Background: an optimization exercise with open tools, aiming at small area, a short achievable clock period and few clock cycles per item. Do not read the settings as production practice.
The RTL was checked by simulation tests, not by an equivalence proof against the original design.

**flow/run.sh**
```bash
#!/bin/bash
# synth_recipe.tcl (not shown) runs the flow's synth.tcl, then flattens the netlist and writes it again
# the make line also repeats each setting of config.mk as NAME=value (left out here)
make -C /OpenROAD-flow-scripts/flow DESIGN_CONFIG=/design/flow/config.mk WORK_HOME=/design/flow/orfs CLKGATE_MAP_FILE= SYNTH_SCRIPT=/design/flow/synth_recipe.tcl finish
```
**flow/config.mk**
```make
export PLATFORM = sky130hd
export DESIGN_NAME = heh_psi_unit
export DESIGN_NICKNAME = heh_psi_unit
export VERILOG_FILES = /design/flow/design.v
export SDC_FILE = /design/flow/constraint.sdc
export NUM_CORES = 4
export LEC_CHECK = 0
export CAP_MARGIN = 20
export CORE_MARGIN = 2
export CORE_UTILIZATION = 55
export PLACE_DENSITY = 0.7
export SETUP_SLACK_MARGIN = 4.5
export SLEW_MARGIN = 20
```
**flow/constraint.sdc**
```tcl
create_clock -name core_clock -period 8.0 [get_ports {clk}]
set_input_delay 1.6000 -clock core_clock [delete_from_list [all_inputs] [get_ports {clk}]]
set_output_delay 1.6000 -clock core_clock [all_outputs]
set_load 0.01 [all_outputs]
```
**flow/design.v**
```verilog
module heh_psi_unit (
    input  wire         clk,
    input  wire         rst,         
    input  wire         cmd_valid,
    output wire         cmd_ready,
    input  wire [127:0] cmd_tau,
    input  wire         cmd_inv,
    input  wire [3:0]   cmd_n,       
    input  wire         in_valid,
    output wire         in_ready,
    input  wire [127:0] in_data,
    output wire         out_valid,
    input  wire         out_ready,
    output wire [127:0] out_data
);
    function [127:0] alpha;
        input [127:0] v;
        begin
            alpha = {v[126:0], 1'b0} ^ (v[127] ? 128'h87 : 128'h0);
        end
    endfunction
    function [127:0] gsq;
        input [127:0] v;
        reg   [254:0] s;
        reg   [134:0] t;
        integer k;
        begin
            s = 255'h0;
            for (k = 0; k < 128; k = k + 1)
                s[2*k] = v[k];
            t = {8'b0, s[254:128]} ^ ({8'b0, s[254:128]} << 1)
              ^ ({8'b0, s[254:128]} << 2) ^ ({8'b0, s[254:128]} << 7);
            gsq = s[127:0] ^ t[127:0] ^ {122'b0, t[133:128]} ^ ({122'b0, t[133:128]} << 1)
                ^ ({122'b0, t[133:128]} << 2) ^ ({122'b0, t[133:128]} << 7);
        end
    endfunction
    reg         ibusy;         
    reg         iinv;
    reg [3:0]   in_n;
    reg [2:0]   jin;           
    reg [127:0] tau_a;         
    reg [127:0] e;             
    reg         s_v;
    reg         s_last;
    reg [2:0]   s_j;
    reg [127:0] s_d;
    reg         r_v;
    reg         r_inv;
    reg [3:0]   r_n;
    reg [127:0] r_data;        
    reg [127:0] buf_mem [0:7];
    reg [127:0] c;             
    reg [127:0] tq;            
    reg         cv;            
    reg         ch;            
    reg         cfold;         
    reg [836:0] pr;            
    reg         pb_v;
    reg         pb_fold;
    reg [127:0] ra, rb;        
    reg         obusy;         
    reg         oinv;
    reg [3:0]   on;
    reg [3:0]   optr;          
    reg [3:0]   ocnt;          
    reg [127:0] y;
    reg [127:0] f;             
    reg [127:0] tau_o;         
    reg         ov;
    reg         olast;
    reg [127:0] o;
    wire [127:0] beta    = alpha(tau_a);
    wire         last_in = ({1'b0, jin} == in_n - 4'd1);
    wire [3:0]   j4      = {1'b0, jin};
    wire [127:0] res;
    wire [836:0] pr_d;
    gf128_mul_a u_mula (.a(ra ^ c), .b(tq), .p(pr_d));
    gf128_mul_b u_mulb (.p(pr), .r(res));
    wire [127:0] fres = pb_v & pb_fold ? (f ^ res) : f;    
    wire out_fire  = ov & out_ready;
    wire o_free    = ~ov | out_fire;
    wire octx_done = ~obusy | (ocnt == on);
    wire handoff_psi = r_v & ~r_inv & ~cv & ~pb_v & octx_done;
    wire handoff_inv = r_v &  r_inv & octx_done;
    wire handoff     = handoff_psi | handoff_inv;
    wire psi_oload  = obusy & ~oinv & (ocnt != on) & o_free;
    wire inv_orest  = obusy & oinv & (ocnt != on) & o_free;
    wire inv_ofromc = inv_orest & ch;
    wire inv_olast  = inv_orest & ~ch & (ocnt == on - 4'd1);
    wire inv_ofromb = inv_orest & ~ch & (ocnt != on - 4'd1);
    wire inv_cload  = obusy & oinv & (optr != on - 4'd1) & (~ch | inv_ofromc);
    wire [2:0]   rd_idx  = handoff ? 3'd0 : ((oinv & ~ch) ? ocnt[2:0] : optr[2:0]);
    wire [127:0] rd_data = buf_mem[rd_idx];
    wire [127:0] y_new   = r_inv ? r_data : (ra ^ rb ^ r_data);
    wire [127:0] y_use   = handoff ? y_new : y;
    wire [127:0] blk     = rd_data ^ y_use;           
    wire [3:0] sj4     = {1'b0, s_j};
    wire [3:0] lim     = oinv ? on - 4'd1 : on;
    wire       s_write = s_v & (~r_v | s_last) & (~obusy | (sj4 >= lim) | (sj4 < ocnt));
    reg cmd_ready_q, in_ready_q;
    assign cmd_ready = cmd_ready_q;
    assign in_ready  = in_ready_q;
    assign out_valid = ov;
    assign out_data  = o;
    wire cmd_fire  = cmd_valid & cmd_ready;
    wire in_fire   = in_valid & in_ready;
    wire psi_cload = in_fire & ~iinv & ~last_in;
    wire oload     = (handoff_psi & o_free) | psi_oload | inv_ofromc | inv_olast | inv_ofromb;
    wire       ibusy_n  = rst ? 1'b0 : cmd_fire ? 1'b1 : (in_fire & last_in) ? 1'b0 : ibusy;
    wire       s_v_n    = rst ? 1'b0 : in_fire ? 1'b1 : s_write ? 1'b0 : s_v;
    wire       s_last_n = in_fire ? last_in : s_last;
    wire [2:0] s_j_n    = in_fire ? jin : s_j;
    wire       r_v_n    = rst ? 1'b0 : (in_fire & last_in) ? 1'b1 : handoff ? 1'b0 : r_v;
    wire       r_inv_n  = (in_fire & last_in) ? iinv : r_inv;
    wire [3:0] r_n_n    = (in_fire & last_in) ? in_n : r_n;
    wire       obusy_n  = rst ? 1'b0 : handoff ? 1'b1 : obusy;
    wire       oinv_n   = handoff ? r_inv : oinv;
    wire [3:0] on_n     = handoff ? r_n : on;
    wire [3:0] optr_n   = handoff_psi ? (o_free ? 4'd1 : 4'd0)
                        : handoff_inv ? 4'd1
                        : (psi_oload | inv_cload) ? optr + 4'd1 : optr;
    wire [3:0] ocnt_n   = handoff_psi ? (o_free ? 4'd1 : 4'd0)
                        : handoff_inv ? 4'd0
                        : (psi_oload | inv_ofromc | inv_olast | inv_ofromb) ? ocnt + 4'd1 : ocnt;
    wire       cv_n     = rst ? 1'b0 : (psi_cload | handoff_inv | inv_cload);
    wire       pb_v_n   = rst ? 1'b0 : cv;
    wire       iinv_n   = cmd_fire ? cmd_inv : iinv;
    wire [2:0] jin_n    = cmd_fire ? 3'd0 : in_fire ? jin + 3'd1 : jin;
    wire [3:0] in_n_n   = cmd_fire ? cmd_n : in_n;
    wire octx_done_n = ~obusy_n | (ocnt_n == on_n);
    wire handoff_n   = r_v_n & octx_done_n & (r_inv_n | (~cv_n & ~pb_v_n));
    wire [3:0] lim_n = oinv_n ? on_n - 4'd1 : on_n;
    wire s_write_n   = s_v_n & (~r_v_n | s_last_n)
                     & (~obusy_n | ({1'b0, s_j_n} >= lim_n) | ({1'b0, s_j_n} < ocnt_n));
    wire mul_ok_n    = ~(obusy_n & oinv_n) | (optr_n == on_n - 4'd1);
    wire last_in_n   = ({1'b0, jin_n} == in_n_n - 4'd1);
    wire cmd_ready_n = ~ibusy_n & ~(r_v_n & r_inv_n & ~(octx_done_n));
    wire in_ready_n  = ibusy_n & (~s_v_n | s_write_n) & (~r_v_n | handoff_n)
                     & (iinv_n | last_in_n | mul_ok_n);
    always @(posedge clk) begin
        ibusy       <= ibusy_n;
        s_v         <= s_v_n;
        s_last      <= s_last_n;
        s_j         <= s_j_n;
        r_v         <= r_v_n;
        r_inv       <= r_inv_n;
        r_n         <= r_n_n;
        obusy       <= obusy_n;
        oinv        <= oinv_n;
        on          <= on_n;
        optr        <= optr_n;
        ocnt        <= ocnt_n;
        cv          <= cv_n;
        pb_v        <= pb_v_n;
        iinv        <= iinv_n;
        jin         <= jin_n;
        in_n        <= in_n_n;
        cmd_ready_q <= cmd_ready_n;
        in_ready_q  <= in_ready_n;
        if (rst) begin
            ch <= 1'b0;
            ra <= 128'h0;
            rb <= 128'h0;
            ov <= 1'b0;
        end else begin
            if (handoff_inv | inv_cload)
                ch <= 1'b1;
            else if (psi_cload | inv_ofromc)
                ch <= 1'b0;
            if (handoff_psi) begin
                ra <= 128'h0;
                rb <= 128'h0;
            end else begin
                if (cv)
                    ra <= pb_v ? (pb_fold ? 128'h0 : res) : rb;
                if (pb_v & ~cv)
                    rb <= pb_fold ? 128'h0 : res;
            end
            if (oload)
                ov <= 1'b1;
            else if (out_fire)
                ov <= 1'b0;
        end
    end
    always @(posedge clk) begin
        if (cmd_fire) begin
            tau_a <= cmd_tau;
            e     <= alpha(alpha(cmd_tau));
        end else if (in_fire) begin
            e     <= alpha(e);
        end
        if (in_fire)
            s_d <= last_in ? beta : (in_data ^ e);
        if (s_write)
            buf_mem[s_j] <= s_d;
        if (in_fire & last_in) begin
            r_data <= iinv ? (in_data ^ beta) : in_data;
        end
        if (psi_cload) begin
            c     <= in_data;
            tq    <= (j4 == in_n - 4'd2) ? tau_a : gsq(tau_a);
            cfold <= 1'b0;
        end else if (handoff_inv) begin
            c     <= blk;
            tq    <= (r_n == 4'd2) ? tau_a : gsq(tau_a);
            cfold <= (r_n <= 4'd3);
        end else if (inv_cload) begin
            c     <= blk;
            tq    <= (optr == on - 4'd2) ? tau_o : gsq(tau_o);
            cfold <= (optr + 4'd3 >= on);
        end
        pr      <= pr_d;
        pb_fold <= cfold;
        if (handoff)
            y <= y_new;
        if (handoff_inv) begin
            tau_o <= tau_a;
            f     <= r_data;
        end else begin
            f     <= fres;
        end
        if ((handoff_psi & o_free) | psi_oload | inv_ofromb) begin
            o     <= blk;
            olast <= ~handoff_psi & ~oinv & (optr == on - 4'd1);
        end else if (inv_ofromc) begin
            o     <= c;
            olast <= 1'b0;
        end else if (inv_olast) begin
            o     <= fres;
            olast <= 1'b1;
        end
    end
endmodule
module gf128_mul_a (
    input  wire [127:0] a,
    input  wire [127:0] b,
    output wire [836:0] p
);
    wire [431:0] ae, be;
    ka_expand #(.L(3)) u_ea (.v(a), .x(ae));
    ka_expand #(.L(3)) u_eb (.v(b), .x(be));
    genvar k;
    generate
        for (k = 0; k < 27; k = k + 1) begin : g_sub
            gf2_kmul16 u_m (.a(ae[16*k +: 16]), .b(be[16*k +: 16]), .p(p[31*k +: 31]));
        end
    endgenerate
endmodule
module gf128_mul_b (
    input  wire [836:0] p,
    output wire [127:0] r
);
    wire [254:0] c;
    ka_combine #(.L(3)) u_c (.x(p), .p(c));
    wire [126:0] h  = c[254:128];
    wire [134:0] t  = {8'b0, h} ^ ({8'b0, h} << 1) ^ ({8'b0, h} << 2) ^ ({8'b0, h} << 7);
    wire [5:0]   h2 = t[133:128];
    assign r = c[127:0] ^ t[127:0] ^ {122'b0, h2} ^ ({122'b0, h2} << 1)
                                   ^ ({122'b0, h2} << 2) ^ ({122'b0, h2} << 7);
endmodule
module ka_expand #(parameter L = 3) (
    input  wire [16*(2**L)-1:0] v,
    output wire [16*(3**L)-1:0] x
);
    generate
        if (L == 0) begin : g_leaf
            assign x = v;
        end else begin : g_split
            localparam H = 16 * (2**(L-1));
            localparam S = 16 * (3**(L-1));
            ka_expand #(.L(L-1)) u_l (.v(v[H-1:0]),             .x(x[S-1:0]));
            ka_expand #(.L(L-1)) u_h (.v(v[2*H-1:H]),           .x(x[2*S-1:S]));
            ka_expand #(.L(L-1)) u_m (.v(v[H-1:0] ^ v[2*H-1:H]), .x(x[3*S-1:2*S]));
        end
    endgenerate
endmodule
module ka_combine #(parameter L = 3) (
    input  wire [31*(3**L)-1:0]   x,
    output wire [32*(2**L)-2:0]   p
);
    generate
        if (L == 0) begin : g_leaf
            assign p = x;
        end else begin : g_split
            localparam H = 16 * (2**(L-1));
            localparam S = 31 * (3**(L-1));
            wire [2*H-2:0] ll, hh, mm;
            ka_combine #(.L(L-1)) u_l (.x(x[S-1:0]),     .p(ll));
            ka_combine #(.L(L-1)) u_h (.x(x[2*S-1:S]),   .p(hh));
            ka_combine #(.L(L-1)) u_m (.x(x[3*S-1:2*S]), .p(mm));
            wire [2*H-2:0] mid = mm ^ ll ^ hh;
            assign p = {hh, 1'b0, ll} ^ ({{(2*H){1'b0}}, mid} << H);
        end
    endgenerate
endmodule
module gf2_kmul16 (
    input  wire [15:0] a,
    input  wire [15:0] b,
    output wire [30:0] p
);
    function [14:0] cl8;
        input [7:0] x, y;
        integer i;
        begin
            cl8 = 15'h0;
            for (i = 0; i < 8; i = i + 1)
                if (y[i])
                    cl8 = cl8 ^ ({7'b0, x} << i);
        end
    endfunction
    wire [14:0] ll = cl8(a[7:0], b[7:0]);
    wire [14:0] hh = cl8(a[15:8], b[15:8]);
    wire [14:0] mm = cl8(a[7:0] ^ a[15:8], b[7:0] ^ b[15:8]);
    wire [14:0] mid = mm ^ ll ^ hh;
    assign p = {hh, 1'b0, ll} ^ ({16'b0, mid} << 8);
endmodule
```
==> results of run 1 <==
cell usage in the layout, fill, tap and decap left out, drive strengths merged, types with 5 or more instances in the layout:
| cell type | netlist | routed |
|---|---|---|
| a31oi | 132 | 132 |
| ha | 26 | 26 |
| nand2 | 2927 | 2938 |
| edfxtp | 2052 | 2052 |
| xor3 | 88 | 88 |
| clkbuf | 1102 | 546 |
| inv | 128 | 143 |
| nand3 | 333 | 337 |
| nand3b | 5 | 5 |
| clkdlybuf4s50 | 0 | 266 |
| o221ai | 47 | 47 |
| buf | 163 | 1869 |
| clkinv | 0 | 110 |
| clkdlybuf4s15 | 0 | 26 |
| a211o | 95 | 95 |
| dlygate4sd2 | 0 | 66 |
| o21ai | 767 | 767 |
| a221oi | 243 | 243 |
| bufbuf | 0 | 9 |
| or2 | 3 | 6 |
| a21oi | 385 | 385 |
| xor2 | 1584 | 1584 |
| clkinvlp | 0 | 21 |
| mux2i | 85 | 85 |
| mux2 | 17 | 17 |
| o22ai | 22 | 22 |
| nor2 | 5085 | 5085 |
| a21o | 8 | 10 |
| nand2b | 17 | 19 |
| xnor3 | 311 | 311 |
| a211oi | 202 | 202 |
| bufinv | 0 | 31 |
| nor3 | 176 | 176 |
| a222oi | 5 | 5 |
| diode | 0 | 99 |
| and2 | 32 | 34 |
| o211ai | 136 | 136 |
| nor2b | 5 | 5 |
| xnor2 | 6886 | 6886 |
| dfxtp | 1387 | 1387 |
layout make-up:
class,instances,area [um^2],share of cell area [%]
inverter,128,518,0.186
sequential,3439,89800,32.2
clock buffer,520,10400,3.73
multi-input combinational,19700,146000,52.4
antenna,99,248,0.0890
timing repair buffer,2262,22600,8.12
tap,5451,6820,2.45
timing repair inverter,2,17.5,0.00629
clock inverter,175,2170,0.779
worst max-delay path, cell delays in order (launching register included):
cell	delay [ns]
sky130_fd_sc_hd__dfxtp_2	0.34
sky130_fd_sc_hd__xor2_4	0.22
sky130_fd_sc_hd__xnor2_4	0.45
sky130_fd_sc_hd__xnor3_4	0.69
sky130_fd_sc_hd__xnor2_4	0.32
sky130_fd_sc_hd__xor3_2	0.43
sky130_fd_sc_hd__xnor3_4	0.64
sky130_fd_sc_hd__nor2_4	0.16
sky130_fd_sc_hd__xnor2_2	0.15
sky130_fd_sc_hd__a211o_1	0.17
sky130_fd_sc_hd__o21ai_2	0.05
cell families (layout without fill, tap and decap cells):
kind of cell / count (synthesis) / count (layout) / synth area share, %
AOI/OAI and AO/OA: 2062 / 2064 / 5.73
muxes: 102 / 102 / 0.462
DFF: 3439 / 3439 / 39.6
adders and majority gates: 26 / 26 / 0.144
and+or+nand+nor: 8602 / 8626 / 14.7
other: 0 / 99 / 0
xor gates and xnor gates: 8869 / 8869 / 37.0
buffers and inverters: 1393 / 3087 / 2.33
flip-flops by register name (all words and copies together), names as in the netlist, 3 cells and up:
register / flops
ocnt: 4
e: 128
jin: 3
f: 128
tau_o: 128
c: 128
rb: 128
in_n: 4
on: 4
o: 128
tau_a: 128
s_d: 128
optr: 4
y: 128
r_n: 4
s_j: 3
pr: 837
r_data: 128
buf_mem: 1024
tq: 128
ra: 128
metrics by stage:
| step | instances | setup WS, ns | area [um^2] |
|---|---|---|---|
| after detailed placement | 30200 | 2.75 | 243000 |
| after floorplan | 24500 | 1.86 | 226000 |
| after global placement | 30200 | 2.74 | 243000 |
| after global routing | 31700 | 4.14 | 278000 |
| after CTS | 31300 | 4.22 | 271000 |
| final | 31800 | 4.11 | 279000 |
path summary, 6_finish.rpt:
check             cells past startpoint  slack (ns)               start               to
hold reg to reg                       0        0.37  cfold$_SDFFE_PP0P_  pb_fold$_DFF_P_
setup reg to reg                     10        4.11     pr[489]$_DFF_P_   o[9]$_DFFE_PP_
setup / recovery                     10        4.11     pr[489]$_DFF_P_   o[9]$_DFFE_PP_
hold / removal                        0        0.37  cfold$_SDFFE_PP0P_  pb_fold$_DFF_P_
per-layer routing:
metal,vias to the layer above,routed length [um]
met5,-,1040
met3,4915,186000
met1,96600,384000
met4,70,140000
li1,82000,-
met2,17800,459000
what timing repair did:
item	4_1_cts	5_1_grt
endpoints found under the setup margin	2450	1667
pin swaps	443	368
gates cloned	32	23
resized for setup	1990	780
buffers inserted	446	309
==> impl_table.tex, run 1 <==
\begin{tabular}{lr}
\hline
Metric & Value \\
\hline
\multicolumn{2}{l}{\textbf{Global routing}} \\
Global-route met1 utilization & 63.5\% \\
Wire length of the first global-routing pass & 1540000 um \\
Number of global-route vias before repair & 182k \\
Most congested layer reported by global routing & met2 \\
Grt met3 use & 22.3\% \\
Total track usage & between 50\% and 60\% \\
Antenna violations before repair & 124 \\
Met2 usage & about three quarters \\
Largest net degree at the start of global routing & between 200 and 250 \\
Grt ovf & 0 \\
\multicolumn{2}{l}{\textbf{Synth}} \\
Leading register cell type out of synthesis & sky130\_fd\_sc\_hd\_\_edfxtp\_1 \\
Share of Yosys cell area claimed by the top area cell type & a little over a quarter \\
Post-Synthesis Net Count & around 25k \\
Synth top cells by count & sky130\_fd\_sc\_hd\_\_xnor2\_1, sky130\_fd\_sc\_hd\_\_nor2\_1, sky130\_fd\_sc\_hd\_\_nand2\_1 \\
Most repeated cell in the gate-level netlist after synthesis & sky130\_fd\_sc\_hd\_\_xnor2\_1 \\
Number of enable flip-flop cells after synthesis & slightly above 2k \\
Sequential area share after synthesis & 39.6\% \\
Post-synth cell types & 67 \\
Flip-flop and latch count after synthesis & 3439 \\
Async SR Flop Fraction & 0\% \\
Top area cells in the synthesized netlist & sky130\_fd\_sc\_hd\_\_edfxtp\_1, sky130\_fd\_sc\_hd\_\_xnor2\_1, sky130\_fd\_sc\_hd\_\_dfxtp\_1, sky130\_fd\_sc\_hd\_\_nor2\_1, sky130\_fd\_sc\_hd\_\_xor2\_1 \\
Post-synthesis cell area & $\sim$0.23 mm\^{}2 \\
Gate Count Post-Synth & 24.5k \\
Mean Syn Cell Area & about 9.2 um\^{}2 \\
Cell type with the highest aggregate area in the netlist & sky130\_fd\_sc\_hd\_\_edfxtp\_1 \\
Warnings from Yosys & 2 \\
\multicolumn{2}{l}{\textbf{Floorplanning}} \\
Effective utilization at floorplan & 55.2\% \\
I/O pins & $\sim$400 \\
Die Ht & 644 um \\
Area enclosed by the die boundary & 0.415 mm\^{}2 \\
Core region area & 0.409 mm\^{}2 \\
Total number of placement rows & 235 \\
Horizontal die dimension & approximately 640 um \\
\multicolumn{2}{l}{\textbf{Clock network}} \\
Clock tree from TritonCTS & done \\
Clk sink count & 3439 \\
Clock root buffer master & sky130\_fd\_sc\_hd\_\_clkbuf\_16 \\
Clock H-tree levels & 5 \\
Clock latency reported for the late side of the worst-skew pair & 1.07 ns \\
Clock-pin slew reported for the worst setup and hold paths after clock tree synthesis & roughly 0.070 ns \\
Bufs on Longest Clock Path & 4 \\
Total CTS buffers & $\sim$370 \\
\# hold bufs at CTS & 0 \\
\multicolumn{2}{l}{\textbf{Timing}} \\
Slew @ Worst Pin & 1.35 ns \\
Final min period & slightly below 4 ns \\
Hold Vio Cnt, Final & 0 \\
Final setup fails & 0 \\
Worst slew slack as a fraction of its limit & 10.2\% \\
RSZ-0062 raised after global routing & true \\
Minimum hold slack & between 0.3 and 0.4 ns \\
Share of the cycle needed by the critical path after routing & 48.7\% \\
Setup TNS after final layout & 0 ns \\
Final slew viol count & 0 \\
Upper clock frequency limit & 257 MHz \\
Post-route clock skew & 0.0869 ns \\
\multicolumn{2}{l}{\textbf{Route}} \\
Detailed-router iteration count before antenna repair & 8 \\
Post-route ant nets & 0 \\
Vias per cell & 6.34 \\
Post-detailed-routing wire length & around 1200000 um \\
DRC violation count after routing & 0 \\
Via count & 201k \\
Final routed wire length divided by cell count & between 30 and 40 um \\
Number of violations reported at the end of detailed-routing iteration 0 & about 36k \\
\multicolumn{2}{l}{\textbf{Place}} \\
Quantity of I/O buffers inserted on ports & around 400 \\
Dpl hpwl & 831000 um \\
Final weighted congestion in routability-driven placement & 1.18 \\
\multicolumn{2}{l}{\textbf{Worst setup path}} \\
Arrival time at the worst endpoint & 4.69 ns \\
Critical path launch point type & flip-flop \\
Crit Path Class & flip-flop to flip-flop \\
Max FO, Critical Path & 3 \\
Critical Path Sink Type & flip-flop \\
Required time at the endpoint of the critical path & 8.79 ns \\
\multicolumn{2}{l}{\textbf{Final layout}} \\
FILL cells & 31.1k \\
Fraction of layout cells with a size suffix above 1 & 16.5\% \\
Utilization after layout & 68.1\% \\
Synth-to-Final Area Change & 23.4\% \\
Final \#Nets & roughly 26k \\
\multicolumn{2}{l}{\textbf{Hold path}} \\
Path category of the worst min-delay check & flip-flop to flip-flop \\
\multicolumn{2}{l}{\textbf{Outcome}} \\
Result of the run & timing/DRC/antenna clean \\
\multicolumn{2}{l}{\textbf{Flow run}} \\
Number of max-cap violations & 0 \\
\hline
\end{tabular}
Testbench counts, summed over its fixed seeds: cycles 1,417, blocks 912.
==> run 2: changes to the inputs <==
--- a/flow/design.v
+++ b/flow/design.v
@@ -42,5 +42,5 @@
     reg [127:0] e;             
-    reg         s_v;
-    reg         s_last;
-    reg [2:0]   s_j;
+    reg [127:0] buf_mem [0:7];
+    reg [3:0]   wcnt, rcnt;
+    reg         s_v;           
     reg [127:0] s_d;
@@ -48,5 +48,6 @@
     reg         r_inv;
+    reg         r_fold;        
     reg [3:0]   r_n;
     reg [127:0] r_data;        
-    reg [127:0] buf_mem [0:7];
+    reg [127:0] r_tau;         
     reg [127:0] c;             
@@ -63,2 +64,3 @@
     reg [3:0]   on;
+    reg [2:0]   obase;         
     reg [3:0]   optr;          
@@ -71,2 +73,3 @@
     reg [127:0] o;
+    reg         cmd_ready_q, in_ready_q;
     wire [127:0] beta    = alpha(tau_a);
@@ -79,2 +82,8 @@
     wire [127:0] fres = pb_v & pb_fold ? (f ^ res) : f;    
+    assign cmd_ready = cmd_ready_q;
+    assign in_ready  = in_ready_q;
+    assign out_valid = ov;
+    assign out_data  = o;
+    wire cmd_fire  = cmd_valid & cmd_ready;
+    wire in_fire   = in_valid & in_ready;
     wire out_fire  = ov & out_ready;
@@ -82,5 +91,7 @@
     wire octx_done = ~obusy | (ocnt == on);
-    wire handoff_psi = r_v & ~r_inv & ~cv & ~pb_v & octx_done;
-    wire handoff_inv = r_v &  r_inv & octx_done;
+    wire psi_done    = r_v & ~r_inv & (r_fold | (~cv & ~pb_v));
+    wire handoff_psi = psi_done & octx_done;
+    wire handoff_inv = r_v & r_inv & octx_done;
     wire handoff     = handoff_psi | handoff_inv;
+    wire fold        = psi_done & ~r_fold & ~octx_done;    
     wire psi_oload  = obusy & ~oinv & (ocnt != on) & o_free;
@@ -91,25 +102,24 @@
     wire inv_cload  = obusy & oinv & (optr != on - 4'd1) & (~ch | inv_ofromc);
-    wire [2:0]   rd_idx  = handoff ? 3'd0 : ((oinv & ~ch) ? ocnt[2:0] : optr[2:0]);
+    wire oload      = (handoff_psi & o_free) | psi_oload | inv_ofromc | inv_olast | inv_ofromb;
+    wire [3:0]   rd_off  = (oinv & ~ch) ? ocnt : optr;
+    wire [2:0]   rd_idx  = handoff ? rcnt[2:0] : (obase + rd_off[2:0]);
     wire [127:0] rd_data = buf_mem[rd_idx];
-    wire [127:0] y_new   = r_inv ? r_data : (ra ^ rb ^ r_data);
+    wire [127:0] y_new   = (r_inv | r_fold) ? r_data : (ra ^ rb ^ r_data);
     wire [127:0] y_use   = handoff ? y_new : y;
     wire [127:0] blk     = rd_data ^ y_use;           
-    wire [3:0] sj4     = {1'b0, s_j};
-    wire [3:0] lim     = oinv ? on - 4'd1 : on;
-    wire       s_write = s_v & (~r_v | s_last) & (~obusy | (sj4 >= lim) | (sj4 < ocnt));
-    reg cmd_ready_q, in_ready_q;
-    assign cmd_ready = cmd_ready_q;
-    assign in_ready  = in_ready_q;
-    assign out_valid = ov;
-    assign out_data  = o;
-    wire cmd_fire  = cmd_valid & cmd_ready;
-    wire in_fire   = in_valid & in_ready;
+    wire s_write   = s_v & ((wcnt - rcnt) != 4'd8);
     wire psi_cload = in_fire & ~iinv & ~last_in;
-    wire oload     = (handoff_psi & o_free) | psi_oload | inv_ofromc | inv_olast | inv_ofromb;
+    wire [127:0] c_tau  = psi_cload ? tau_a : handoff_inv ? r_tau : tau_o;
+    wire         c_last = psi_cload ? (j4 == in_n - 4'd2)
+                        : handoff_inv ? (r_n == 4'd2) : (optr == on - 4'd2);
     wire       ibusy_n  = rst ? 1'b0 : cmd_fire ? 1'b1 : (in_fire & last_in) ? 1'b0 : ibusy;
+    wire       iinv_n   = cmd_fire ? cmd_inv : iinv;
+    wire [2:0] jin_n    = cmd_fire ? 3'd0 : in_fire ? jin + 3'd1 : jin;
+    wire [3:0] in_n_n   = cmd_fire ? cmd_n : in_n;
     wire       s_v_n    = rst ? 1'b0 : in_fire ? 1'b1 : s_write ? 1'b0 : s_v;
-    wire       s_last_n = in_fire ? last_in : s_last;
-    wire [2:0] s_j_n    = in_fire ? jin : s_j;
+    wire [3:0] wcnt_n   = rst ? 4'd0 : s_write ? wcnt + 4'd1 : wcnt;
+    wire [3:0] rcnt_n   = rst ? 4'd0 : oload ? rcnt + 4'd1 : rcnt;
     wire       r_v_n    = rst ? 1'b0 : (in_fire & last_in) ? 1'b1 : handoff ? 1'b0 : r_v;
     wire       r_inv_n  = (in_fire & last_in) ? iinv : r_inv;
+    wire       r_fold_n = (in_fire & last_in) ? 1'b0 : fold ? 1'b1 : r_fold;
     wire [3:0] r_n_n    = (in_fire & last_in) ? in_n : r_n;
@@ -126,22 +136,26 @@
     wire       pb_v_n   = rst ? 1'b0 : cv;
-    wire       iinv_n   = cmd_fire ? cmd_inv : iinv;
-    wire [2:0] jin_n    = cmd_fire ? 3'd0 : in_fire ? jin + 3'd1 : jin;
-    wire [3:0] in_n_n   = cmd_fire ? cmd_n : in_n;
     wire octx_done_n = ~obusy_n | (ocnt_n == on_n);
-    wire handoff_n   = r_v_n & octx_done_n & (r_inv_n | (~cv_n & ~pb_v_n));
-    wire [3:0] lim_n = oinv_n ? on_n - 4'd1 : on_n;
-    wire s_write_n   = s_v_n & (~r_v_n | s_last_n)
-                     & (~obusy_n | ({1'b0, s_j_n} >= lim_n) | ({1'b0, s_j_n} < ocnt_n));
-    wire mul_ok_n    = ~(obusy_n & oinv_n) | (optr_n == on_n - 4'd1);
+    wire psi_done_n  = r_v_n & ~r_inv_n & (r_fold_n | (~cv_n & ~pb_v_n));
+    wire handoff_n   = r_v_n & octx_done_n & (r_inv_n | psi_done_n);
+    wire fold_n      = psi_done_n & ~r_fold_n & ~octx_done_n;
+    wire s_write_n   = s_v_n & ((wcnt_n - rcnt_n) != 4'd8);
     wire last_in_n   = ({1'b0, jin_n} == in_n_n - 4'd1);
-    wire cmd_ready_n = ~ibusy_n & ~(r_v_n & r_inv_n & ~(octx_done_n));
-    wire in_ready_n  = ibusy_n & (~s_v_n | s_write_n) & (~r_v_n | handoff_n)
-                     & (iinv_n | last_in_n | mul_ok_n);
+    wire psi_ok_n    = (~(obusy_n & oinv_n) | (optr_n == on_n - 4'd1))
+                     & ~(r_v_n & r_inv_n)
+                     & ~(r_v_n & ~r_inv_n & ~r_fold_n & ~handoff_n & ~fold_n);
+    wire cmd_ready_n = ~ibusy_n;
+    wire in_ready_n  = ibusy_n & (~s_v_n | s_write_n)
+                     & (~last_in_n | ~r_v_n | handoff_n)
+                     & (iinv_n | last_in_n | psi_ok_n);
     always @(posedge clk) begin
         ibusy       <= ibusy_n;
+        iinv        <= iinv_n;
+        jin         <= jin_n;
+        in_n        <= in_n_n;
         s_v         <= s_v_n;
-        s_last      <= s_last_n;
-        s_j         <= s_j_n;
+        wcnt        <= wcnt_n;
+        rcnt        <= rcnt_n;
         r_v         <= r_v_n;
         r_inv       <= r_inv_n;
+        r_fold      <= r_fold_n;
         r_n         <= r_n_n;
@@ -154,5 +168,2 @@
         pb_v        <= pb_v_n;
-        iinv        <= iinv_n;
-        jin         <= jin_n;
-        in_n        <= in_n_n;
         cmd_ready_q <= cmd_ready_n;
@@ -169,3 +180,3 @@
                 ch <= 1'b0;
-            if (handoff_psi) begin
+            if ((handoff_psi & ~r_fold) | fold) begin    
                 ra <= 128'h0;
@@ -194,5 +205,8 @@
         if (s_write)
-            buf_mem[s_j] <= s_d;
+            buf_mem[wcnt[2:0]] <= s_d;
         if (in_fire & last_in) begin
             r_data <= iinv ? (in_data ^ beta) : in_data;
+            r_tau  <= tau_a;
+        end else if (fold) begin
+            r_data <= y_new;
         end
@@ -200,3 +214,2 @@
             c     <= in_data;
-            tq    <= (j4 == in_n - 4'd2) ? tau_a : gsq(tau_a);
             cfold <= 1'b0;
@@ -204,3 +217,2 @@
             c     <= blk;
-            tq    <= (r_n == 4'd2) ? tau_a : gsq(tau_a);
             cfold <= (r_n <= 4'd3);
@@ -208,11 +220,13 @@
             c     <= blk;
-            tq    <= (optr == on - 4'd2) ? tau_o : gsq(tau_o);
             cfold <= (optr + 4'd3 >= on);
         end
+        tq <= c_last ? c_tau : gsq(c_tau);
         pr      <= pr_d;
         pb_fold <= cfold;
-        if (handoff)
-            y <= y_new;
+        if (handoff) begin
+            y     <= y_new;
+            obase <= rcnt[2:0];
+        end
         if (handoff_inv) begin
-            tau_o <= tau_a;
+            tau_o <= r_tau;
             f     <= r_data;
==> run 2 against run 1 <==
Against the previous run: still clean; wire length rose by 8.8%; core utilization rose by 3.9 points; sequential cell count rose by 136; critical path depth rose by 1; setup slack got worse by 0.22 ns; clock skew rose by 0.029 ns; critical endpoint is now o[30]$_DFFE_PP_; highest routed layer unchanged.
==> impl_table.tex, run 2 <==
\begin{tabular}{lr}
\hline
Metric & Value \\
\hline
\multicolumn{2}{l}{\textbf{Global routing}} \\
Met2 usage & 74.8\% (+0.45 points) \\
Most congested layer reported by global routing & met2 \\
Total track usage & 54.9\% (+1.2 points) \\
Wire length of the first global-routing pass & 1570000 um (+2.3\%) \\
Largest net degree at the start of global routing & 156 (-33\%) \\
Global-route met1 utilization & 64.1\% (+0.60 points) \\
Grt met3 use & 24.6\% (+2.4 points) \\
Antenna violations before repair & 159 (+28\%) \\
Number of global-route vias before repair & 186k (+2.4\%) \\
Grt ovf & 0 (unchanged) \\
\multicolumn{2}{l}{\textbf{Floorplanning}} \\
Effective utilization at floorplan & 55.3\% (+0.13 points) \\
Total number of placement rows & 235 (unchanged) \\
I/O pins & 397 (unchanged) \\
Core region area & 0.410 mm\^{}2 (+0.29\%) \\
Die Ht & 646 um (+0.26\%) \\
Horizontal die dimension & 646 um (+0.26\%) \\
Area enclosed by the die boundary & 0.417 mm\^{}2 (+0.52\%) \\
\multicolumn{2}{l}{\textbf{Clock network}} \\
Clock root buffer master & sky130\_fd\_sc\_hd\_\_clkbuf\_16 \\
Total CTS buffers & 386 (+3.8\%) \\
Clock latency reported for the late side of the worst-skew pair & 1.08 ns (about the same) \\
Clock H-tree levels & 5 (unchanged) \\
Clock tree from TritonCTS & done \\
Clock-pin slew reported for the worst setup and hold paths after clock tree synthesis & 0.07 ns (about the same) \\
Clk sink count & 3575 (+4.0\%) \\
Bufs on Longest Clock Path & 4 (unchanged) \\
\multicolumn{2}{l}{\textbf{Final layout}} \\
Commonest cells after routing, fill and taps aside & sky130\_fd\_sc\_hd\_\_xnor2\_1, sky130\_fd\_sc\_hd\_\_nor2\_1, sky130\_fd\_sc\_hd\_\_nand2\_1 \\
FILL cells & 27.2k (-13\%) \\
Final \#Nets & 26.9k (+2.9\%) \\
Number of flip-flops under the largest register name & 1024 (unchanged) \\
Post-route standard cell area excluding fillers & 0.295 mm\^{}2 (+6.1\%) \\
Synth-to-Final Area Change & 30.3\% \\
Commonest non-fill, non-tap cell in the layout & sky130\_fd\_sc\_hd\_\_xnor2\_1 \\
Fraction of layout cells with a size suffix above 1 & 21.8\% (+5.3 points) \\
\multicolumn{2}{l}{\textbf{Synth}} \\
Sequential area share after synthesis & 40.1\% (+0.44 points) \\
Post-synth cell types & 67 (unchanged) \\
Cell type with the highest aggregate area in the netlist & sky130\_fd\_sc\_hd\_\_edfxtp\_1 \\
Synth top cells by count & sky130\_fd\_sc\_hd\_\_xnor2\_1, sky130\_fd\_sc\_hd\_\_nor2\_1, sky130\_fd\_sc\_hd\_\_nand2\_1 \\
Mean Syn Cell Area & 9.17 um\^{}2 (-0.45\%) \\
Post-synthesis cell area & 0.227 mm\^{}2 (+0.52\%) \\
Warnings from Yosys & 2 (unchanged) \\
Gate Count Post-Synth & 24.7k (+0.97\%) \\
Share of Yosys cell area claimed by the top area cell type & 25.5\% (-1.8 points) \\
Post-Synthesis Net Count & 25.0k (+0.96\%) \\
Top area cells in the synthesized netlist & sky130\_fd\_sc\_hd\_\_edfxtp\_1, sky130\_fd\_sc\_hd\_\_xnor2\_1, sky130\_fd\_sc\_hd\_\_dfxtp\_1, sky130\_fd\_sc\_hd\_\_nor2\_1, sky130\_fd\_sc\_hd\_\_xor2\_1 \\
Leading register cell type out of synthesis & sky130\_fd\_sc\_hd\_\_edfxtp\_1 \\
Most repeated cell in the gate-level netlist after synthesis & sky130\_fd\_sc\_hd\_\_xnor2\_1 \\
Number of enable flip-flop cells after synthesis & 1927 (-6.1\%) \\
Flip-flop and latch count after synthesis & 3575 (+4.0\%) \\
Async SR Flop Fraction & 0\% (unchanged) \\
\multicolumn{2}{l}{\textbf{Route}} \\
Via count & 215k (+6.5\%) \\
Final routed wire length divided by cell count & 39.0 um (+6.1\%) \\
Vias per cell & 6.59 (+3.9\%) \\
Number of violations reported at the end of detailed-routing iteration 0 & 40.2k (+13\%) \\
Post-detailed-routing wire length & 1270000 um (+8.8\%) \\
Detailed-router iteration count before antenna repair & 12 (+4) \\
DRC violation count after routing & 0 (unchanged) \\
Post-route ant nets & 0 (unchanged) \\
\multicolumn{2}{l}{\textbf{Timing}} \\
Setup TNS after final layout & 0 ns (unchanged) \\
Hold Vio Cnt, Final & 0 (unchanged) \\
Share of the cycle needed by the critical path after routing & 51.4\% (+2.7 points) \\
Slew @ Worst Pin & 1.37 ns (+0.0187 ns) \\
Final setup fails & 0 (unchanged) \\
RSZ-0062 raised after global routing & true \\
Final slew viol count & 0 (unchanged) \\
Upper clock frequency limit & 243 MHz (-5.3\%) \\
Setup ws final & 3.89 ns (-0.220 ns) \\
Final min period & 4.11 ns (+0.220 ns) \\
Minimum hold slack & 0.363 ns (-0.00876 ns) \\
Worst slew slack as a fraction of its limit & 8.92\% (-1.2 points) \\
Post-route clock skew & 0.116 ns (+0.0287 ns) \\
\multicolumn{2}{l}{\textbf{Worst setup path}} \\
Critical path launch point type & flip-flop \\
RR Startpoint & pr[168]\$\_DFF\_P\_ \\
Crit Path Class & flip-flop to flip-flop \\
Critical Path Start & pr[168]\$\_DFF\_P\_ \\
Arrival time at the worst endpoint & 4.89 ns (+0.20 ns) \\
Worst r2r path cells & 11 (+1) \\
Required time at the endpoint of the critical path & 8.78 ns (about the same) \\
Max FO, Critical Path & 2 (-1) \\
Critical Path Sink Type & flip-flop \\
\multicolumn{2}{l}{\textbf{Place}} \\
Post-DP Area & 0.246 mm\^{}2 (+1.0\%) \\
Dpl hpwl & 822000 um (-1.1\%) \\
Worst-case setup slack after placement & 2.64 ns (-0.114 ns) \\
Final weighted congestion in routability-driven placement & 1.20 (+1.5\%) \\
Quantity of I/O buffers inserted on ports & 396 (unchanged) \\
\multicolumn{2}{l}{\textbf{Hold path}} \\
Worst Hold Launch & cfold\$\_SDFFE\_PP0P\_ \\
Path category of the worst min-delay check & flip-flop to flip-flop \\
Worst hold path stage count & 0 (unchanged) \\
\multicolumn{2}{l}{\textbf{Flow run}} \\
Number of max-cap violations & 0 (unchanged) \\
\multicolumn{2}{l}{\textbf{Outcome}} \\
Result of the run & timing/DRC/antenna clean \\
\hline
\end{tabular}
[run 2: cell types whose count changed after synthesis, moves of 134 or more]
cell / before / now
sky130_fd_sc_hd__nand2_1: 2927 / 4059
sky130_fd_sc_hd__xnor2_1: 6863 / 6235
sky130_fd_sc_hd__o21ai_0: 758 / 304
sky130_fd_sc_hd__xor2_1: 1581 / 1856
sky130_fd_sc_hd__dfxtp_1: 1387 / 1648
sky130_fd_sc_hd__a221oi_1: 243 / 0
sky130_fd_sc_hd__clkbuf_1: 1102 / 924
sky130_fd_sc_hd__o211ai_1: 136 / 2
[run 2: layer usage]
metal  vias to the layer above  wire length [um]
met3                      7614            218000
met4                        88            166000
met1                    101000            398000
met5                         -              1760
li1                      82800                 -
met2                     22800            487000
[run 2: final cells by class]
| type | instances | area, um^2 | share of cell area [%] |
|---|---|---|---|
| multi-input cells | 20000 | 155000 | 52.4 |
| flip-flops and latches | 3575 | 91300 | 30.9 |
| repair buffers | 2585 | 28600 | 9.68 |
| clock buffers | 531 | 10900 | 3.68 |
| well taps | 5451 | 6820 | 2.31 |
| clock inverters | 195 | 2300 | 0.780 |
| inverters | 82 | 362 | 0.122 |
| diodes | 134 | 335 | 0.114 |
| repair inverters | 4 | 31.3 | 0.0106 |
[run 2: repair_timing]
item,CTS,global route
cloned,68,89
hold buffers,0,0
endpoints found under the setup margin,2104,1188
pin swaps,602,966
gates resized for setup,2290,2162
setup buffers,505,474
[run 2: worst paths after layout]
path	slack [ns]	to
hold reg to reg	0.36	pb_fold$_DFF_P_
hold / removal	0.36	pb_fold$_DFF_P_
setup / recovery	3.89	o[30]$_DFFE_PP_
setup reg to reg	3.89	o[30]$_DFFE_PP_
[run 2: stage by stage]
step                utilization, %  instances
floorplan                        -      24700
global placement              59.8      30600
detailed placement            59.9      30600
CTS                           67.7      31900
global route                  72.0      32500
finish                        72.0      32600
[run 2: worst max-delay path: stages, from the launching register on]
cell	delay, ns
sky130_fd_sc_hd__dfxtp_2	0.46
sky130_fd_sc_hd__xor3_2	0.35
sky130_fd_sc_hd__xor3_4	0.56
sky130_fd_sc_hd__xnor3_2	0.35
sky130_fd_sc_hd__xnor3_4	0.55
sky130_fd_sc_hd__xnor2_4	0.32
sky130_fd_sc_hd__xor2_4	0.47
sky130_fd_sc_hd__buf_6	0.20
sky130_fd_sc_hd__nor2_4	0.04
sky130_fd_sc_hd__xor2_2	0.23
sky130_fd_sc_hd__mux2i_1	0.15
sky130_fd_sc_hd__mux2i_1	0.09
[run 2: cell families (layout without fill, tap and decap cells)]
| logic type | Yosys count | in the layout | synth area share (%) |
|---|---|---|---|
| buffers and inverters | 1171 | 3397 | 1.96 |
| other | 0 | 134 | 0 |
| flip-flops | 3575 | 3575 | 40.1 |
| adder cells (fa/ha/maj) | 26 | 26 | 0.147 |
| XOR/XNOR | 8617 | 8618 | 36.4 |
| multiplexers | 326 | 338 | 1.51 |
| AND/OR/NAND/NOR | 9644 | 9649 | 16.4 |
| AO/OA/AOI/OAI | 1372 | 1375 | 3.54 |
Testbench counts of run 2, summed over its fixed seeds: cycles 1,378, blocks 912.
==> run 3: changes to the inputs <==
--- a/flow/config.mk
+++ b/flow/config.mk
@@ -9,5 +9,5 @@
 export CORE_MARGIN = 2
-export CORE_UTILIZATION = 55
-export PLACE_DENSITY = 0.7
-export SETUP_SLACK_MARGIN = 4.5
+export CORE_UTILIZATION = 60
+export PLACE_DENSITY = 0.75
+export SETUP_SLACK_MARGIN = 4.2
 export SLEW_MARGIN = 20
==> run 3 against run 2 <==
Against the previous run: via count decreased by 4.9%; die area fell by 8.3%; register-to-register slack got worse by 0.20 ns; clock-buffer cell count shrank 32; still clean on timing, DRC and antenna; critical endpoint is now o[18]$_DFFE_PP_; largest cell class unchanged.
==> impl_table.tex, run 3 <==
\begin{tabular}{lr}
\hline
Metric & Value \\
\hline
\multicolumn{2}{l}{\textbf{Timing}} \\
Upper clock frequency limit & 232 MHz (-4.6\%) \\
Share of the cycle needed by the critical path after routing & 53.9\% (+2.5 points) \\
Slew @ Worst Pin & 1.38 ns (+0.0113 ns) \\
Worst slew slack as a fraction of its limit & 7.51\% (-1.4 points) \\
Post-route clock skew & 0.111 ns (-0.00410 ns) \\
Final slew viol count & 0 (unchanged) \\
Setup TNS after final layout & 0 ns (unchanged) \\
Final setup fails & 0 (unchanged) \\
RSZ-0062 raised after global routing & true \\
Final min period & 4.31 ns (+0.197 ns) \\
Hold Vio Cnt, Final & 0 (unchanged) \\
\multicolumn{2}{l}{\textbf{Synth}} \\
Warnings from Yosys & 2 (unchanged) \\
Top area cells in the synthesized netlist & sky130\_fd\_sc\_hd\_\_edfxtp\_1, sky130\_fd\_sc\_hd\_\_xnor2\_1, sky130\_fd\_sc\_hd\_\_dfxtp\_1, sky130\_fd\_sc\_hd\_\_nor2\_1, sky130\_fd\_sc\_hd\_\_xor2\_1 \\
Async SR Flop Fraction & 0\% (unchanged) \\
Gate Count Post-Synth & 24.7k (unchanged) \\
Mean Syn Cell Area & 9.17 um\^{}2 (unchanged) \\
Flip-flop and latch count after synthesis & 3575 (unchanged) \\
Synth top cells by count & sky130\_fd\_sc\_hd\_\_xnor2\_1, sky130\_fd\_sc\_hd\_\_nor2\_1, sky130\_fd\_sc\_hd\_\_nand2\_1 \\
Cell type with the highest aggregate area in the netlist & sky130\_fd\_sc\_hd\_\_edfxtp\_1 \\
Sequential area share after synthesis & 40.1\% (unchanged) \\
Most repeated cell in the gate-level netlist after synthesis & sky130\_fd\_sc\_hd\_\_xnor2\_1 \\
Share of Yosys cell area claimed by the top area cell type & 25.5\% (unchanged) \\
Number of enable flip-flop cells after synthesis & 1927 (unchanged) \\
Post-Synthesis Net Count & 25.0k (unchanged) \\
Post-synthesis cell area & 0.227 mm\^{}2 (unchanged) \\
Leading register cell type out of synthesis & sky130\_fd\_sc\_hd\_\_edfxtp\_1 \\
Post-synth cell types & 67 (unchanged) \\
\multicolumn{2}{l}{\textbf{Worst setup path}} \\
Worst r2r path cells & 12 (+1) \\
Delay of the slowest cell on the worst path & 0.72 ns (+0.16 ns) \\
Highest-delay cell along the critical path & sky130\_fd\_sc\_hd\_\_xor3\_2 \\
Critical path launch point type & flip-flop \\
Critical Path Sink Type & flip-flop \\
Reg-to-reg setup timing slack & 3.69 ns (-0.20 ns) \\
Crit-path cells & xnor2\_1 > xnor2\_2 > xor3\_2 > xor3\_4 > buf\_6 > xnor2\_4 > xor2\_4 > buf\_6 > nor2\_4 > xor2\_1 > mux2i\_1 > mux2i\_1 \\
Critical Path Start & pr[802]\$\_DFF\_P\_ \\
Crit path buffers/inverters & 2 (+1) \\
Reg2Reg Capture Point & o[18]\$\_DFFE\_PP\_ \\
Max FO, Critical Path & 2 (unchanged) \\
Required time at the endpoint of the critical path & 8.74 ns (-0.04 ns) \\
Worst Setup EP & o[18]\$\_DFFE\_PP\_ \\
Number of stages on the worst setup path & 12 (+1) \\
Cell class contributing the biggest share of worst-path delay & XOR/XNOR gates \\
Crit Path Class & flip-flop to flip-flop \\
RR Startpoint & pr[802]\$\_DFF\_P\_ \\
Arrival time at the worst endpoint & 5.05 ns (+0.16 ns) \\
\multicolumn{2}{l}{\textbf{Route}} \\
DRC violation count after routing & 0 (unchanged) \\
Vias per cell & 6.50 (-1.3\%) \\
Post-detailed-routing wire length & 1140000 um (-10\%) \\
Via count & 204k (-4.9\%) \\
Post-route ant nets & 0 (unchanged) \\
Number of violations reported at the end of detailed-routing iteration 0 & 38.7k (-3.6\%) \\
Detailed-router iteration count before antenna repair & 15 (+3) \\
Final routed wire length divided by cell count & 36.4 um (-6.8\%) \\
\multicolumn{2}{l}{\textbf{Final layout}} \\
Fraction of layout cells with a size suffix above 1 & 14.2\% (-7.6 points) \\
Commonest cells after routing, fill and taps aside & sky130\_fd\_sc\_hd\_\_xnor2\_1, sky130\_fd\_sc\_hd\_\_nor2\_1, sky130\_fd\_sc\_hd\_\_nand2\_1 \\
Number of flip-flops under the largest register name & 1024 (unchanged) \\
Synth-to-Final Area Change & 20.1\% \\
Final \#Nets & 26.2k (-2.6\%) \\
Commonest non-fill, non-tap cell in the layout & sky130\_fd\_sc\_hd\_\_xnor2\_1 \\
Utilization after layout & 72.4\% (+0.43 points) \\
\multicolumn{2}{l}{\textbf{Floorplanning}} \\
Horizontal die dimension & 619 um (-4.2\%) \\
Area enclosed by the die boundary & 0.383 mm\^{}2 (-8.3\%) \\
Die Ht & 619 um (-4.2\%) \\
Effective utilization at floorplan & 60.3\% (+5.1 points) \\
Total number of placement rows & 225 (-4.3\%) \\
Core region area & 0.376 mm\^{}2 (-8.4\%) \\
I/O pins & 397 (unchanged) \\
\multicolumn{2}{l}{\textbf{Clock network}} \\
Clk sink count & 3575 (unchanged) \\
Total CTS buffers & 380 (-1.6\%) \\
\# hold bufs at CTS & 0 (unchanged) \\
Clock H-tree levels & 5 (unchanged) \\
Clock latency reported for the late side of the worst-skew pair & 1.07 ns (about the same) \\
Clock tree from TritonCTS & done \\
Clock-pin slew reported for the worst setup and hold paths after clock tree synthesis & 0.07 ns (about the same) \\
Bufs on Longest Clock Path & 4 (unchanged) \\
Clock root buffer master & sky130\_fd\_sc\_hd\_\_clkbuf\_16 \\
\multicolumn{2}{l}{\textbf{Place}} \\
Final weighted congestion in routability-driven placement & 1.27 (+6.2\%) \\
Dpl hpwl & 783000 um (-4.8\%) \\
Quantity of I/O buffers inserted on ports & 396 (unchanged) \\
\multicolumn{2}{l}{\textbf{Outcome}} \\
Result of the run & timing/DRC/antenna clean \\
\multicolumn{2}{l}{\textbf{Global routing}} \\
Largest net degree at the start of global routing & 179 (+15\%) \\
Total track usage & 57.8\% (+2.9 points) \\
Number of global-route vias before repair & 184k (-1.1\%) \\
Grt ovf & 0 (unchanged) \\
Antenna violations before repair & 143 (-10\%) \\
Wire length of the first global-routing pass & 1520000 um (-3.2\%) \\
\multicolumn{2}{l}{\textbf{Hold path}} \\
Path category of the worst min-delay check & flip-flop to flip-flop \\
\multicolumn{2}{l}{\textbf{Flow run}} \\
Number of max-cap violations & 0 (unchanged) \\
\hline
\end{tabular}
run 3: cell count changes in the layout (fill, tap and decap cells not counted), sizes merged, moves of 23 or more:
cell           before   now
diode             134   105
clkdlybuf4s50     265   365
clkbuf            610   528
clkdlybuf4s15      23     0
buf              2110  1473
dlygate4sd2        97    21
run 3: worst reg2reg max path, delay by kind of cell, from the launching register on:
family | cells | cell delay, ns
xor+xnor | 7 | 2.83
buf+inv | 2 | 0.41
flops | 1 | 0.41
mux | 2 | 0.38
simple gates | 1 | 0.03
run 3: worst min-delay path by stage:
stage	start	to	slack, ns	cells past startpoint
2_1_floorplan	cfold$_SDFFE_PP0P_	pb_fold$_DFF_P_	0.33	0
3_3_place_gp	cfold$_SDFFE_PP0P_	pb_fold$_DFF_P_	0.33	0
3_5_place_dp	cfold$_SDFFE_PP0P_	pb_fold$_DFF_P_	0.34	0
4_1_cts	cfold$_SDFFE_PP0P_	pb_fold$_DFF_P_	0.35	0
5_1_grt	cfold$_SDFFE_PP0P_	pb_fold$_DFF_P_	0.35	0
6_report	cfold$_SDFFE_PP0P_	pb_fold$_DFF_P_	0.35	0
run 3: kinds of logic after synthesis:
kind of cell	count (synthesis)	share of synthesized area, %
multiplexers	326	1.51
adder cells (fa/ha/maj)	26	0.147
XOR/XNOR	8617	36.4
AO/OA/AOI/OAI	1372	3.54
AND/OR/NAND/NOR	9644	16.4
buffers and inverters	1171	1.96
flip-flops	3575	40.1
run 3: final cells by class:
type	count	area, um^2
Tap cell	4994	6250
Multi-Input combinational cell	20000	143000
Inverter	82	367
Timing Repair inverter	2	13.8
Sequential cell	3575	91200
Clock buffer	499	10500
Antenna cell	105	263
Clock inverter	213	2540
Fill cell	26300	104000
Timing Repair Buffer	1904	18600
run 3: timing repair:
item / CTS / global route
gates resized for setup: 891 / 758
gates cloned: 29 / 13
pin swaps: 179 / 320
endpoints found under the setup margin: 1397 / 1378
setup buffers: 166 / 254
run 3: stage by stage:
step	worst slack [ns]	hold WS [ns]	area [um^2]	std cells
global placement	2.56	0.334	244000	30100
CTS	3.78	0.349	265000	31000
floorplan	2.44	0.331	228000	24700
detailed placement	2.57	0.340	244000	30100
finish	3.69	0.350	272000	31400
global route	3.84	0.352	272000	31300
run 3: per-layer routing:
metal	GRT usage [%]	part of all wire (%)	up-vias	wire length, um
met1	65.3	32	96400	360000
met5	4.86	0.29	-	3280
met4	50.3	12	126	135000
li1	-	-	81400	-
met3	32.7	18	5898	205000
met2	77.1	38	20100	439000

## what the ideal ports hide
In the flow no input, the clock included, has a driving cell. The finished layouts below were timed again as built, in two steps.
Step 1 sets driving cells, clkbuf_16 on the clock port and buf_2 on the other inputs (assumed; they add their load-dependent delay and slew).
Step 2 moves the port delays by t, midway between the first and last clock arrival at a register: inputs arrive t later, outputs are due t later. That takes back most of the time a late clock gives input paths.
Three values: ideal, step 1, step 2; two values: the first two.
| run | shift t [ns] | slack for setup (ns) | worst register clock-pin slew, ns | cell pins on the clock port's net |
|---|---|---|---|---|
| run 1 | 1.171 | 4.107 / 4.036 / 3.328 | 0.08 / 0.08 | 1 |
| run 2 | 1.173 | 3.887 / 3.887 / 3.081 | 0.08 / 0.08 | 1 |
| run 3 | 1.147 | 3.691 / 3.691 / 3.059 | 0.08 / 0.08 | 1 |
After both steps setup and hold are still met in every run listed. For run 2, which loses most, drivers alone change the setup slack by 0.000 ns; drivers and shift together by -0.806 ns.
